From an optimization exercise on the open Yosys and OpenROAD flow, aimed at small area, a short achievable clock period and few clock cycles; shortcuts taken in it are not production practice.
The RTL was checked by simulation tests, not by an equivalence proof against the original design.
Power and IR drop assume default switching activity.

// rs1294
module rs1294 (
  input  wire        clk,
  input  wire        rst,           
  input  wire        req_valid,
  input  wire        req_write,
  input  wire [7:0]  req_addr,
  input  wire [31:0] req_wdata,
  output wire        req_ready,
  output reg         rsp_valid,
  output wire [31:0] rsp_rdata
);
Size: about 610 flip-flops, about 78 I/O pins.
==> flow/config.mk <==
export PLATFORM = sky130hd
export DESIGN_NAME = rs1294
export DESIGN_NICKNAME = rs1294
export VERILOG_FILES = /design/flow/design.v
export SDC_FILE = /design/flow/constraint.sdc
export NUM_CORES = 4
export LEC_CHECK = 0
export CAP_MARGIN = 20
export CORE_MARGIN = 2
export CORE_UTILIZATION = 40
export PLACE_DENSITY = 0.6
export SLEW_MARGIN = 20
==> flow/constraint.sdc <==
create_clock -name core_clock -period 11.0 [get_ports {clk}]
set_input_delay 2.2000 -clock core_clock [delete_from_list [all_inputs] [get_ports {clk}]]
set_output_delay 2.2000 -clock core_clock [all_outputs]
set_load 0.01 [all_outputs]
standard.sh (not shown) runs the stock make flow with config.mk's settings and CLKGATE_MAP_FILE= SYNTH_SCRIPT=/design/flow/synth_recipe.tcl, a recipe that flattens the netlist after the stock synthesis.
==> flow/flow/run.sh <==
#!/bin/bash
set -euo pipefail
bash standard.sh SETUP_SLACK_MARGIN=6.0 finish > standard_flow.log 2>&1
The starting point produced a clean layout.
Testbench counts at the start, summed over its fixed seeds: cycles 54,020.
Next try:
==> flow/flow/run.sh (replaced) <==
#!/bin/bash
set -euo pipefail
bash standard.sh SETUP_SLACK_MARGIN=6.5 finish > standard_flow.log 2>&1
--- a/flow/config.mk
+++ b/flow/config.mk
@@ -8,5 +8,5 @@
 export CAP_MARGIN = 20
 export CORE_MARGIN = 2
-export CORE_UTILIZATION = 40
-export PLACE_DENSITY = 0.6
+export CORE_UTILIZATION = 65
+export PLACE_DENSITY = 0.75
 export SLEW_MARGIN = 20
Area after synthesis does not change.
Final area came out higher by 2.2%.
Total power rose by 1.8%.
Wire length climbs by 4.0%.
Fmax went up by 7.6%.
Count of clock-buffer cells in the layout falls by 10.
Hold slack gains 0.024 ns.
Combinational power goes up by 14%.
Next try:
==> flow/flow/run.sh (replaced) <==
#!/bin/bash
set -euo pipefail
bash standard.sh SETUP_SLACK_MARGIN=6.5 "BUFFER_PORTS_ARGS=-buffer_cell sky130_fd_sc_hd__buf_4" finish > standard_flow.log 2>&1
The changed run completed without violations.
Critical path depth came out lower by 1.
Non-clock buffer count came out lower by 11.
Synthesized cell count does not change.
Final cell count came out lower by about 0.3%.
Next try:
==> flow/run.sh (new file) <==
#!/bin/bash
# synth_recipe.tcl (not shown) runs the flow's synth.tcl, then flattens the netlist and writes it again
# the make line also repeats each setting of config.mk as NAME=value (left out here)
make -C /OpenROAD-flow-scripts/flow DESIGN_CONFIG=/design/flow/config.mk WORK_HOME=/design/flow/orfs CLKGATE_MAP_FILE= SYNTH_SCRIPT=/design/flow/synth_recipe.tcl finish
--- a/flow/config.mk
+++ b/flow/config.mk
@@ -8,5 +8,6 @@
 export CAP_MARGIN = 20
 export CORE_MARGIN = 2
-export CORE_UTILIZATION = 65
-export PLACE_DENSITY = 0.75
+export CORE_UTILIZATION = 40
+export PLACE_DENSITY = 0.6
+export SETUP_SLACK_MARGIN = 5
 export SLEW_MARGIN = 20
removed: flow/flow/run.sh
removed: flow/standard.sh
Effect:
- The changed run completed without violations
- synthesized cell count stays the same
- design area shrinks by 2.2%
- setup slack is worse by 1.1 ns
- global-route usage shrinks by 18 points
- wire length shrinks by 2.2%


rs1294, a different RTL version from the one above (not shown whole).
Size in the first run: roughly 3300 cells after synthesis, ~620 flip-flops, ~78 I/O pins, ~0.036 mm² of cells after synthesis.
==> flow/config.mk <==
export PLATFORM = sky130hd
export DESIGN_NAME = rs1294
export DESIGN_NICKNAME = rs1294
export VERILOG_FILES = /design/flow/design.v
export SDC_FILE = /design/flow/constraint.sdc
export NUM_CORES = 4
export LEC_CHECK = 0
export CAP_MARGIN = 20
export CORE_MARGIN = 2
export CORE_UTILIZATION = 75
export CTS_CLUSTER_DIAMETER = 100
export CTS_CLUSTER_SIZE = 20
export PLACE_DENSITY = 0.85
export SLEW_MARGIN = 20
==> flow/constraint.sdc <==
create_clock -name core_clock -period 11.0 [get_ports {clk}]
set_input_delay 2.2000 -clock core_clock [delete_from_list [all_inputs] [get_ports {clk}]]
set_output_delay 2.2000 -clock core_clock [all_outputs]
set_load 0.01 [all_outputs]
==> flow/flow/run.sh <==
#!/bin/bash
set -euo pipefail
bash standard.sh SETUP_SLACK_MARGIN=6.5 "BUFFER_PORTS_ARGS=-buffer_cell sky130_fd_sc_hd__buf_4" finish > standard_flow.log 2>&1
The baseline went through all stages and came out clean.
Testbench counts at the start, summed over its fixed seeds: cycles 53,065.
Next try:
==> flow/flow/run.sh (replaced) <==
#!/bin/bash
set -euo pipefail
bash standard.sh SETUP_SLACK_MARGIN=7.0 "BUFFER_PORTS_ARGS=-buffer_cell sky130_fd_sc_hd__buf_4" finish > standard_flow.log 2>&1
Settings changed: CORE_UTILIZATION 75 to 65, CTS_CLUSTER_DIAMETER 100 to unset, CTS_CLUSTER_SIZE 20 to unset, PLACE_DENSITY 0.85 to 0.75.
The changed run completed without violations.
Critical path depth rose by 3.
Die area rose by 15%.
Core utilization fell by 5.9 points.
Global-route usage fell by 4.3 points.
Power rose by 20%.


Starting RTL as in the previous note.
clock: 11.0 ns
lec_check: 0
cap_margin: 20
core_margin: 2
core_utilization: 65
cts_cluster_diameter: 100
cts_cluster_size: 20
place_density: 0.75
slew_margin: 20
==> flow/flow/run.sh <==
#!/bin/bash
set -euo pipefail
bash standard.sh SETUP_SLACK_MARGIN=6.5 "BUFFER_PORTS_ARGS=-buffer_cell sky130_fd_sc_hd__buf_4" finish > standard_flow.log 2>&1
The baseline ran to the end with no violations.
Testbench counts at the start, summed over its fixed seeds: cycles 53,065.
Next try:
--- a/flow/config.mk
+++ b/flow/config.mk
@@ -9,6 +9,4 @@
 export CORE_MARGIN = 2
 export CORE_UTILIZATION = 65
-export CTS_CLUSTER_DIAMETER = 100
-export CTS_CLUSTER_SIZE = 20
 export PLACE_DENSITY = 0.75
 export SLEW_MARGIN = 20
The new run finished clean.
Global-route usage climbs by 1.2 points.
Final area grows by 3.6%.
Area after synthesis does not change.
First-iteration DRC count rose by 3.0%.
Utilization rises by 2.6 points.

[port drivers added, routing unchanged]
In the flow no input, the clock included, has a driving cell. The finished layouts below were timed again as built, in two steps.
Step 1: set_driving_cell puts a clkbuf_16 on clk and a buf_2 on each other input, an assumption about the parent block.
Step 2 also shifts input and output timing later by t, the mid clock arrival at the registers, as if the neighbouring blocks saw the same clock.
Three values: no drivers, after step 1, after step 2; two values: the first two.
run	t, ns	slack for setup (ns)	worst setup path at the end
the first run of note 1	0.690	6.039 / 6.073 / 5.383	input to register
the second run of note 1	0.685	6.388 / 6.388 / 5.797	input to register
the third run of note 1	0.685	6.418 / 6.418 / 5.872	input to register
the fourth run of note 1	0.695	5.317 / 5.317 / 4.881	input to register
the first run of note 2	0.655	6.220 / 6.258 / 5.603	input to register
the second run of note 2	0.667	6.448 / 6.448 / 6.155	input to register
the first run of note 3	0.657	6.365 / 6.365 / 5.834	input to register
the second run of note 3	0.677	6.423 / 6.463 / 5.786	input to register
After both steps setup and hold are still met in every run listed. The setup slack of the first run of note 1, which loses most, moves by +0.034 ns with the drivers and by -0.656 ns with both steps.
